Source: an optimization exercise on an open RTL-to-GDS flow (aim: small area and few clock cycles). Production flows keep margins and buffers that such runs may drop.
Function was checked by simulation only, so behaviour that the tests miss may differ from the original.
Power figures rest on the tool's default switching activity, not on a simulated workload.

$ cat design/flow/design.v
module amg_encoder (
    input  wire        clk,
    input  wire        rst,
    input  wire        start,       
    input  wire [31:0] tick_rate,
    output wire        busy,
    output wire        fail,        
    output wire [1:0]  fail_code,
    input  wire [4:0]  hidx,
    input  wire [23:0] pix,
    output wire        edge_valid,
    input  wire        edge_ready,
    output wire [15:0] edge_data,
    output wire        edge_last,
    input  wire        resp_valid,
    input  wire        resp_err
);
    localparam [1:0] S_IDLE = 2'd0, S_CONV = 2'd1, S_EMIT = 2'd2, S_WAIT = 2'd3;
    localparam [31:0] RATE_MIN = 32'd2857143;
    localparam [21:0] DIV      = 22'd1250000;
    reg [1:0]  state;
    reg [4:0]  p;                     
    reg [4:0]  b;                     
    reg        ph;                    
    reg [23:0] cur;                   
    reg        ld_p_q;                
    wire conv = (state == S_CONV);
    wire emit = (state == S_EMIT);
    wire ld_p  = conv ? (hidx == 5'd0) : (hidx == p);
    wire ld_p1 = ld_p_q;
    reg [20:0] rem;
    reg [11:0] t0l;
    reg        d7, l7, d3, l3;
    reg        p0ok;                  
    wire [5:0]  step  = {ph, p};
    wire        qstep = !ph && !p[4] && !(p[3] && p[2]);       
    wire [21:0] rsh   = {rem, qstep ? t0l[11] : 1'b0};
    reg  [21:0] dif;                  
    reg         ge;                   
    reg         bo;
    integer     k;
    always @(*) begin
        bo = 1'b0;
        for (k = 0; k < 22; k = k + 1) begin
            dif[k] = rsh[k] ^ DIV[k] ^ bo;
            bo     = DIV[k] ? (!rsh[k] || bo) : (!rsh[k] && bo);
        end
        ge = !bo;
    end
    wire rz = (rem == 21'd0);
    reg [1:0] m3;
    always @(*) begin
        case (step)
            6'd12, 6'd15, 6'd18, 6'd21, 6'd24, 6'd27, 6'd30, 6'd33: m3 = 2'd0;
            6'd13, 6'd16, 6'd19, 6'd22, 6'd25, 6'd28, 6'd31, 6'd34: m3 = 2'd1;
            default: m3 = 2'd2;
        endcase
    end
    wire pb7 = (m3 == 2'd0) ? t0l[2] : (m3 == 2'd1) ? t0l[1] : t0l[0];
    wire pb3 = step[0] ? t0l[0] : t0l[1];
    always @(posedge clk) begin
        if (start) begin
            rem  <= {1'b0, tick_rate[31:12]};
            t0l  <= tick_rate[11:0];
            d7   <= 1'b0;
            l7   <= 1'b0;
            d3   <= 1'b0;
            l3   <= 1'b0;
            p0ok <= 1'b0;
        end else begin
            rem <= ge ? dif[20:0] : rsh[20:0];
            if (conv && qstep)
                t0l <= {t0l[10:0], ge};
            if (conv && !qstep && !d7 && (rz || (ge != pb7))) begin
                d7 <= 1'b1;
                l7 <= rz ? (t0l[2:0] != 3'd0) : !ge;
            end
            if (conv && !qstep && !d3 && (rz || (ge != pb3))) begin
                d3 <= 1'b1;
                l3 <= rz ? (t0l[1:0] != 2'd0) : !ge;
            end
            if (ld_p)
                p0ok <= 1'b1;
        end
    end
    wire conv_end = (step == 6'd35) ||
                    (!qstep && (d7 || rz || (ge != pb7)) && (d3 || rz || (ge != pb3)) && (p0ok || ld_p));
    wire [11:0] tsub_m = ph ? {2'd0, t0l[11:2]} : {3'd0, t0l[11:3]};
    reg  [11:0] tsub;
    reg         sb;
    always @(*) begin
        sb = ph ? l3 : l7;
        for (k = 0; k < 12; k = k + 1) begin
            tsub[k] = t0l[k] ^ tsub_m[k] ^ sb;
            sb      = (!t0l[k] && (tsub_m[k] || sb)) || (tsub_m[k] && sb);
        end
    end
    wire [23:0] grb = {pix[15:8], pix[23:16], pix[7:0]};
    reg  [23:0] upto;                 
    always @(*) begin
        for (k = 0; k < 24; k = k + 1)
            upto[k] = (b >= k);
    end
    always @(posedge clk) begin
        ld_p_q <= ld_p;
        for (k = 0; k < 24; k = k + 1)
            if (upto[k] ? ld_p : ld_p1)
                cur[k] <= grb[k];
    end
    wire        bitv = cur[b];
    wire [11:0] dur  = bitv ? tsub : ph ? t0l : {1'b0, tsub[11:1]};
    reg rate_lt;
    always @(*) begin
        rate_lt = 1'b0;
        for (k = 0; k < 32; k = k + 1)
            rate_lt = RATE_MIN[k] ? (!tick_rate[k] || rate_lt) : (!tick_rate[k] && rate_lt);
    end
    wire rate_zero = (tick_rate == 32'd0);
    wire fail_tx   = (state == S_WAIT) && resp_valid && resp_err;
    assign fail      = (start && rate_lt) || fail_tx;
    assign fail_code = (state == S_WAIT) ? 2'd3 : rate_zero ? 2'd1 : 2'd2;
    assign busy       = (state != S_IDLE);
    assign edge_valid = emit;
    assign edge_data  = {~ph, 3'd0, dur};
    assign edge_last  = (p == 5'd24) && (b == 5'd0) && ph;
    reg [5:0] step_inc;
    reg [4:0] b_dec;
    reg       cy, bw;
    always @(*) begin
        cy = 1'b1;
        bw = 1'b1;
        for (k = 0; k < 6; k = k + 1) begin
            step_inc[k] = step[k] ^ cy;
            cy          = cy & step[k];
        end
        for (k = 0; k < 5; k = k + 1) begin
            b_dec[k] = b[k] ^ bw;
            bw       = bw & !b[k];
        end
    end
    always @(posedge clk) begin
        if (rst) begin
            state <= S_IDLE;
        end else begin
            case (state)
                S_IDLE: begin
                    if (start && !rate_lt) begin
                        state <= S_CONV;
                        p     <= 5'd0;
                        ph    <= 1'b0;
                        b     <= 5'd23;
                    end
                end
                S_CONV: begin
                    {ph, p} <= step_inc;
                    if (conv_end) begin
                        state <= S_EMIT;
                        p     <= 5'd0;
                        ph    <= 1'b0;
                    end
                end
                S_EMIT: begin
                    if (edge_ready) begin
                        if (!ph) begin
                            ph <= 1'b1;
                        end else begin
                            ph <= 1'b0;
                            if (b != 5'd0) begin
                                b <= b_dec;
                            end else begin
                                b <= 5'd23;
                                p <= step_inc[4:0];
                                if (p == 5'd24)
                                    state <= S_WAIT;
                            end
                        end
                    end
                end
                default: begin
                    if (resp_valid)
                        state <= S_IDLE;
                end
            endcase
        end
    end
endmodule
module amg_core (
    input  wire        clk,
    input  wire        rst,           
    input  wire        bus_req,
    input  wire        bus_we,
    input  wire [18:0] bus_addr,      
    input  wire [31:0] bus_wdata,
    output wire        bus_ack,
    output reg  [31:0] bus_rdata,
    input  wire [31:0] tick_rate,
    output wire        edge_valid,
    input  wire        edge_ready,
    output wire [15:0] edge_data,
    output wire        edge_last,
    input  wire        resp_valid,
    input  wire        resp_err
);
    localparam integer N = 25;
    localparam [3:0] A_STATUS = 4'h0, A_CMD  = 4'h1, A_CFG   = 4'h2, A_DIR = 4'h3,
                     A_COLOR  = 4'h8, A_XY   = 4'h9, A_POS   = 4'hA, A_FX  = 4'hB,
                     A_FY     = 4'hC;
    reg [1:0]  errcode;               
    reg        badcmd, drop;
    reg [23:0] color;
    reg [15:0] xy;
    wire       halted = |errcode;
    wire       busy;
    reg [599:0] ring;
    reg [4:0]   hidx;
    reg         pend;                 
    reg [4:0]   swp_cnt;              
    reg         render;               
    wire        swp = |swp_cnt;
    reg [127:0] gring;
    reg [1:0]   gptr;                 
    reg         rsw;                  
    wire        reg_sel = (bus_addr[18:6] == 13'd0);
    wire [3:0]  ridx    = bus_addr[5:2];
    wire        g_sel   = reg_sel && (ridx[3:2] == 2'b01);
    wire        fb_lt25 = !(bus_addr[6] && bus_addr[5] && (bus_addr[4] || bus_addr[3] || bus_addr[2]));
    wire        fb_sel  = bus_addr[18] && (bus_addr[17:7] == 11'd0) && fb_lt25;
    wire [7:0]  sx = xy[7:0];
    wire [7:0]  sy = xy[15:8];
    wire        set_inb = (sx[7:3] == 5'd0) && !(sx[2] && (sx[1] || sx[0])) &&
                          (sy[7:3] == 5'd0) && !(sy[2] && (sy[1] || sy[0]));
    reg  [4:0]  set_idx;              
    always @(*) begin
        case ({sy[2:0], sx[2:0]})
            6'o00: set_idx = 5'd0; 6'o01: set_idx = 5'd1; 6'o02: set_idx = 5'd2; 6'o03: set_idx = 5'd3; 6'o04: set_idx = 5'd4;
            6'o10: set_idx = 5'd5; 6'o11: set_idx = 5'd6; 6'o12: set_idx = 5'd7; 6'o13: set_idx = 5'd8; 6'o14: set_idx = 5'd9;
            6'o20: set_idx = 5'd10; 6'o21: set_idx = 5'd11; 6'o22: set_idx = 5'd12; 6'o23: set_idx = 5'd13; 6'o24: set_idx = 5'd14;
            6'o30: set_idx = 5'd15; 6'o31: set_idx = 5'd16; 6'o32: set_idx = 5'd17; 6'o33: set_idx = 5'd18; 6'o34: set_idx = 5'd19;
            6'o40: set_idx = 5'd20; 6'o41: set_idx = 5'd21; 6'o42: set_idx = 5'd22; 6'o43: set_idx = 5'd23; 6'o44: set_idx = 5'd24;
            default: set_idx = 5'd0;
        endcase
    end
    wire        set_hit = (hidx == set_idx);
    wire        wr_cmd  = bus_we && reg_sel && (ridx == A_CMD);
    wire        is_setpix = (bus_wdata == 32'd2);
    wire stall = (g_sel && (rsw || (gptr != ridx[1:0])))
              || (!bus_we && fb_sel && (hidx != bus_addr[6:2]))
              || (bus_we && reg_sel && (ridx == A_COLOR) && (pend || (swp && render)))
              || (bus_we && reg_sel && (ridx == A_XY) && pend)
              || (wr_cmd && is_setpix && pend);
    assign bus_ack = bus_req && !stall;
    wire        wr      = bus_ack && bus_we && !halted;
    wire        cmd_wr  = wr && wr_cmd;
    wire        cmd_rsv = (bus_wdata[31:4] != 28'd0) || (bus_wdata[3] && (bus_wdata[2:0] != 3'd0));
    wire        cmd_go  = cmd_wr && !busy && !cmd_rsv;
    wire [3:0]  op      = bus_wdata[3:0];
    wire        do_clear  = cmd_go && (op == 4'd1);
    wire        do_setpix = cmd_go && (op == 4'd2);
    wire        do_render = cmd_go && (op == 4'd3);
    wire        do_encode = cmd_go && (op == 4'd8);
    wire        sp_req = pend || (do_setpix && set_inb);
    wire        put_color = (sp_req && set_hit) || (swp && render && (hidx == 5'd12));
    wire [23:0] fin = put_color ? color : (swp ? 24'd0 : ring[599:576]);
    reg [4:0] hidx_inc, swp_dec;
    reg       cy, bw;
    integer   k;
    always @(*) begin
        cy = 1'b1;
        bw = 1'b1;
        for (k = 0; k < 5; k = k + 1) begin
            hidx_inc[k] = hidx[k] ^ cy;
            cy          = cy & hidx[k];
            swp_dec[k]  = swp_cnt[k] ^ bw;
            bw          = bw & !swp_cnt[k];
        end
    end
    always @(posedge clk) begin
        ring <= {ring[575:0], fin};
        if (rst) begin
            hidx    <= 5'd0;
            pend    <= 1'b0;
            swp_cnt <= N;
            render  <= 1'b0;
        end else begin
            hidx <= (hidx == N - 1) ? 5'd0 : hidx_inc;
            pend <= sp_req && !set_hit;
            if (swp)
                swp_cnt <= swp_dec;
            if (do_clear || do_render) begin
                pend    <= 1'b0;
                swp_cnt <= N;
                render  <= do_render;
            end
        end
    end
    wire [31:0] ghead = gring[127:96];
    wire        g_wr  = wr && g_sel;
    wire [31:0] gin   = rsw  ? ((gptr == 2'd3) ? 32'h3F800000 : 32'd0) :
                        g_wr ? bus_wdata : ghead;
    always @(posedge clk) begin
        gring <= {gring[95:0], gin};
        if (rst) begin
            gptr <= 2'd0;
            rsw  <= 1'b1;
        end else begin
            gptr <= {gptr[1] ^ gptr[0], !gptr[0]};
            if (gptr == 2'd3)
                rsw <= 1'b0;
        end
    end
    always @(*) begin
        bus_rdata = 32'd0;
        if (reg_sel) begin
            case (ridx)
                A_STATUS: bus_rdata = {26'd0, errcode, drop, badcmd, halted, busy};
                A_CFG:    bus_rdata = 32'h00050005;
                A_DIR:    bus_rdata = 32'd8;
                4'h4, 4'h5, 4'h6, 4'h7: bus_rdata = ghead;
                A_COLOR:  bus_rdata = {8'd0, color};
                A_XY:     bus_rdata = {16'd0, xy};
                A_POS:    bus_rdata = 32'h00000202;
                A_FX:     bus_rdata = 32'h40000000;
                A_FY:     bus_rdata = 32'h40000000;
                default:  bus_rdata = 32'd0;
            endcase
        end else if (fb_sel) begin
            bus_rdata = {8'd0, fin};
        end
    end
    wire enc_fail;
    wire [1:0] enc_fail_code;
    always @(posedge clk) begin
        if (rst) begin
            errcode <= 2'd0;
            badcmd  <= 1'b0;
            drop    <= 1'b0;
            color   <= 24'd0;
            xy      <= 16'd0;
        end else begin
            if (enc_fail)
                errcode <= enc_fail_code;
            if (wr && reg_sel) begin
                case (ridx)
                    A_STATUS: begin
                        if (bus_wdata[2]) badcmd <= 1'b0;
                        if (bus_wdata[3]) drop   <= 1'b0;
                    end
                    A_CMD: begin
                        if (busy)         drop   <= 1'b1;
                        else if (cmd_rsv) badcmd <= 1'b1;
                    end
                    A_COLOR: color <= bus_wdata[23:0];
                    A_XY:    xy    <= bus_wdata[15:0];
                    default: ;
                endcase
            end
        end
    end
    amg_encoder u_enc (
        .clk        (clk),
        .rst        (rst),
        .start      (do_encode),
        .tick_rate  (tick_rate),
        .busy       (busy),
        .fail       (enc_fail),
        .fail_code  (enc_fail_code),
        .hidx       (hidx),
        .pix        (fin),
        .edge_valid (edge_valid),
        .edge_ready (edge_ready),
        .edge_data  (edge_data),
        .edge_last  (edge_last),
        .resp_valid (resp_valid),
        .resp_err   (resp_err)
    );
endmodule
$ cat design/flow/flow/run.sh
#!/bin/bash
# Own layout flow: the standard flow (standard.sh, unchanged synthesis,
# floorplan, power grid and routing) with two changes:
#  - port buffers are sky130_fd_sc_hd__buf_1 cells (every input and output
#    port still gets its own buffer);
#  - clock tree synthesis clusters up to 30 flip-flops per clkbuf_16 leaf
#    buffer and inserts no dummy loads.
# Each tool's full output stays in this folder: make's in standard.log, the
# ORFS steps' in orfs/logs/.
set -euo pipefail
export BUFFER_PORTS_ARGS="-buffer_cell sky130_fd_sc_hd__buf_1"
export CTS_ARGS="-sink_clustering_enable -repair_clock_nets -dont_use_dummy_load -buf_list sky130_fd_sc_hd__clkbuf_16 -sink_clustering_size 30 -sink_clustering_max_diameter 80"
bash standard.sh finish > standard.log 2>&1
$ cat design/flow/standard.sh
#!/bin/bash
# synth_recipe.tcl (not shown) runs the flow's synth.tcl, then flattens the netlist and writes it again
# the make line also repeats each setting of config.mk as NAME=value (left out here)
make -C /OpenROAD-flow-scripts/flow DESIGN_CONFIG=/design/flow/config.mk WORK_HOME=/design/flow/orfs CLKGATE_MAP_FILE= SYNTH_SCRIPT=/design/flow/synth_recipe.tcl "${@:-finish}"
$ cat design/flow/config.mk
export PLATFORM = sky130hd
export DESIGN_NAME = amg_core
export DESIGN_NICKNAME = amg_core
export VERILOG_FILES = /design/flow/design.v
export SDC_FILE = /design/flow/constraint.sdc
export NUM_CORES = 4
export LEC_CHECK = 0
export ABC_AREA = 1
export CAP_MARGIN = 20
export CORE_MARGIN = 2
export CORE_UTILIZATION = 40
export PLACE_DENSITY = 0.6
export SLEW_MARGIN = 20
$ cat design/flow/constraint.sdc
create_clock -name core_clock -period 10.0 [get_ports {clk}]
set_input_delay 2.0000 -clock core_clock [delete_from_list [all_inputs] [get_ports {clk}]]
set_output_delay 2.0000 -clock core_clock [all_outputs]
set_load 0.01 [all_outputs]
==> flow_metrics.env <==
export IMPL_fillers=5653
export IMPL_max_slew_margin=0.3064
export IMPL_synth_yosys_seq_area_share=0.7282
export IMPL_yosys_top_cells_area="dfxtp_1 (67%), edfxtp_1 (5.8%), nand2_1 (5.6%)"
export IMPL_ant_nets=0
export IMPL_slowest_stage="edfxtp_1"
export IMPL_path_cells="mux2i_1 -> fa_1 -> inv_1 -> fa_1 -> inv_1 -> fa_1 -> inv_1 -> fa_1 -> fa_1 -> fa_1 -> fa_1 -> fa_1 -> fa_1 -> fa_1 -> ha_1 -> xnor2_1 -> o21ai_0 -> nand2_1 -> o21ai_0 -> buf_1"
export IMPL_ios=141
export IMPL_finalSetupViolations=0
export IMPL_clk_path_buf_depth=3
export IMPL_num_nets_final=2495
export IMPL_ctsHoldBuffers=0
export IMPL_wl_mm=48.31
export IMPL_combPwrFrac=0.081
export IMPL_worst_hold_path_num_cells=0
export IMPL_path_class="reg -> out"
export IMPL_dr_max_layer_used="met4"
export IMPL_post_drt_wl_per_cell_um=15.43
export IMPL_maxSlewViolCount=0
export IMPL_grt_max_degree=58
export IMPL_pwr_share_clk=0.291
export IMPL_layout_drive_gt1_share=0.04257
export IMPL_multi_input_area_um2=5767
export IMPL_gp_congestion=0.8616
export IMPL_critPathMaxFanout=12
export IMPL_dpl_worst_slack_ps=2154
export IMPL_reg2reg_depth=36
export IMPL_place_area_um2=25780
export IMPL_path_buf_inv=4
export IMPL_drv_cap=0
export IMPL_worstPathRequired_ps=8000
export IMPL_wl_met2_mm=21.31
export IMPL_grt_usage=0.1526
export IMPL_via_count=14780
export IMPL_drt_first_pass_iters=5
export IMPL_numCtsBuffers=39
export IMPL_regArea_um2=17850
export IMPL_p_sw_frac=0.2285
export IMPL_die_x_um=251.5
export IMPL_drt_initial_drc_count=1028
export IMPL_fin_ws_ps=1941
export IMPL_grt_pass1_wl_mm=77.05
export IMPL_htree_levels=2
export IMPL_die_height_um=251.5
export IMPL_hold_class="reg -> reg"
export IMPL_n_antenna_cell=0
export IMPL_syn_area_um2=24510
export IMPL_p_int_mw=4.439
export IMPL_clock_latency_ps=600
export IMPL_final_cell_area_um2=26830
export IMPL_grt_pass1_vias=14370
export IMPL_fmax_ghz=0.1241
export IMPL_cp_slowest_stage_delay_ps=680
export IMPL_yosysTopAreaCellShare=0.6706
export IMPL_fin_crit_ps=8059
export IMPL_synth_warning_count=2
export IMPL_synth_edf_count=47
export IMPL_synth_distinct_cells=54
export IMPL_root_buffer="clkbuf_16"
export IMPL_port_buffers=135
export IMPL_overflow=0
export IMPL_core_area_um2=60470
export IMPL_rsz0062_at_grt="no"
export IMPL_finalSetupTns_ps=0
export IMPL_synthCells=2227
export IMPL_clock_sinks=868
export IMPL_hold_viol_final=0
export IMPL_synth_seq_cells=868
export IMPL_critPathTopFamily="adder cells"
export IMPL_drc=0
export IMPL_viasPerCell=4.720
export IMPL_cts_tree="yes"
export IMPL_crit_top_cell="fa_1"
export IMPL_syn_area_per_cell_um2=11.01
export IMPL_worst_pin_slew_ps=1039
export IMPL_p_switching_mw=1.315
export IMPL_ys_flop_type="dfxtp_1"
export IMPL_vdd_drop_max_v=0.0001503
export IMPL_worst_path_stages=20
export IMPL_critPathLaunchType="flip-flop"
export IMPL_synth_commonest_cells="dfxtp_1 (821), nand2_1 (367), nor2_1 (215), o21ai_0 (204), inv_1 (154)"
export IMPL_cp_arrival_ps=6060
export IMPL_cts_setup_buffers=0
export IMPL_cts_resized=0
export IMPL_endpoint_kind="output port"
export IMPL_leakage_nw=10.71
export IMPL_fin_crit_sh=0.8059
export IMPL_async_flop_share=0
export IMPL_wl_met1_mm=23.40
export IMPL_path_clk_slew_ps=110
export IMPL_skew_ps=101.5
export IMPL_dp_hpwl_mm=33.77
export IMPL_dieArea_um2=63270
export IMPL_synth_top_area_cell="dfxtp_1"
export IMPL_area_growth_synth_to_final_pct=9.480
export IMPL_std_cell_rows=90
export IMPL_pwr_share_seq=0.629
export IMPL_met3WireLength_mm=2.253
export IMPL_outcome="no timing/DRC/antenna violations"
export IMPL_antenna_found_initial=0
export IMPL_synth_most_common_cell="dfxtp_1"
export IMPL_start_util=0.4053
export IMPL_power_density_nw_per_um2=214.4
## cells by family after synthesis
logic type                 count (synthesis)  share of synthesized area
DFF                                      868                     0.7282
and+or+nand+nor                          709                     0.1191
AOI/OAI and AO/OA                        355                    0.08092
buffers and inverters                    231                    0.03773
adders and majority gates                 54                    0.03063
xor gates and xnor gates                   8                   0.002859
other                                      1                  0.0001530
muxes                                      1                  0.0004084
## layout by cell type (no fill, tap or decap), types with 6 or more instances in the layout
master | netlist | layout
inv_1 | 154 | 154
dfxtp_1 | 821 | 821
edfxtp_1 | 47 | 47
nand4_1 | 12 | 12
nor4_1 | 16 | 15
o211ai_1 | 6 | 6
buf_4 | 5 | 9
nand3_1 | 56 | 56
nor3_1 | 21 | 21
a21oi_1 | 68 | 68
o22ai_1 | 8 | 8
clkbuf_16 | 0 | 39
o31ai_1 | 8 | 8
xnor2_1 | 6 | 6
o21ai_0 | 204 | 204
nand2_1 | 367 | 367
inv_2 | 9 | 9
buf_1 | 8 | 135
o21ai_1 | 12 | 12
fa_1 | 10 | 10
nor2_1 | 215 | 214
nor2_2 | 6 | 7
ha_1 | 44 | 44
o21ai_2 | 15 | 14
## stage by stage
step           instances    util  total power [mW]  hold slack [ps]
3_3_place_gp        3089  0.4263             4.137            309.8
5_1_grt             3131  0.4437             6.025            257.3
6_report            3131  0.4437             5.754            258.9
4_1_cts             3128  0.4425             5.826            265.9
3_5_place_dp        3089  0.4263             4.158            312.1
2_1_floorplan       2229       -             4.012            309.6
## path summary, 6_finish.rpt
check                    start       endpoint  slack (ps)
setup / recovery      u_enc.ph  edge_data[10]        1940
setup reg to reg  u_enc.rem[3]     u_enc.p[4]        4800
hold reg to reg      gring[33]      gring[65]         260
hold / removal       gring[33]      gring[65]         260
## power by group through the flow
stage	clock network [mW]	logic, mW	registers, mW
floorplan	0	0.340	3.67
detailed placement	0	0.461	3.70
CTS	1.74	0.464	3.62
global placement	0	0.444	3.69
finish	1.67	0.466	3.62
global route	1.86	0.541	3.63
## flip-flops by register name (all words and copies together) (netlist names), 2 cells and up
register and cells:
ring 600, gring 128, color 24, u_enc.cur 24, u_enc.rem 21, xy 16
u_enc.t0l 12, hidx 5, set_idx 5, swp_cnt 5, u_enc.b 5, u_enc.p 5
errcode 2, gptr 2, u_enc.state 2
## worst reg2reg max path, delay by kind of cell (launching register included)
kind	cells	cell delay, ps
buf+inv	11	1040
fa+ha+maj	16	2460
simple gates	9	1120
flops	1	340
## layer usage
| layer | global-route usage | vias up |
|---|---|---|
| li1 | - | 7384 |
| met1 | 0.2154 | 6986 |
| met2 | 0.2410 | 327 |
| met3 | 0.02136 | 82 |
| met4 | 0.05204 | 0 |
| met5 | 0 | - |
## final cells by class
cell class,instances,area share
inverters,165,0.02308
clock buffers,39,0.03637
multi-input cells,1130,0.2149
repair buffers,147,0.02401
flip-flops and latches,868,0.6651
well taps,782,0.03647
Testbench counts, summed over its fixed seeds: cycles 80,653.

[re-timing with driven ports]
The results above use ideal ports. As a check the final layout listed here was re-extracted and re-timed, cells and wires unchanged.
Step 1 sets driving cells, clkbuf_16 on the clock port and buf_2 on the other inputs (assumed; they add their load-dependent delay and slew).
Step 2 also shifts input and output timing later by t, the mid clock arrival at the registers, as if the neighbouring blocks saw the same clock.
Three values: no drivers, after step 1, after step 2; two values: the first two.
t (ns): 0.610
setup slack, ns: 1.941 / 1.883 / 2.493
latest minus earliest clock arrival (ns): 0.103 / 0.103
worst data-port slew with drivers (ns): 0.07
cell pins on the clock port's net: 1
After both steps this run still meets setup and hold. The setup slack of this run moves by -0.058 ns with the drivers and by +0.552 ns with both steps.
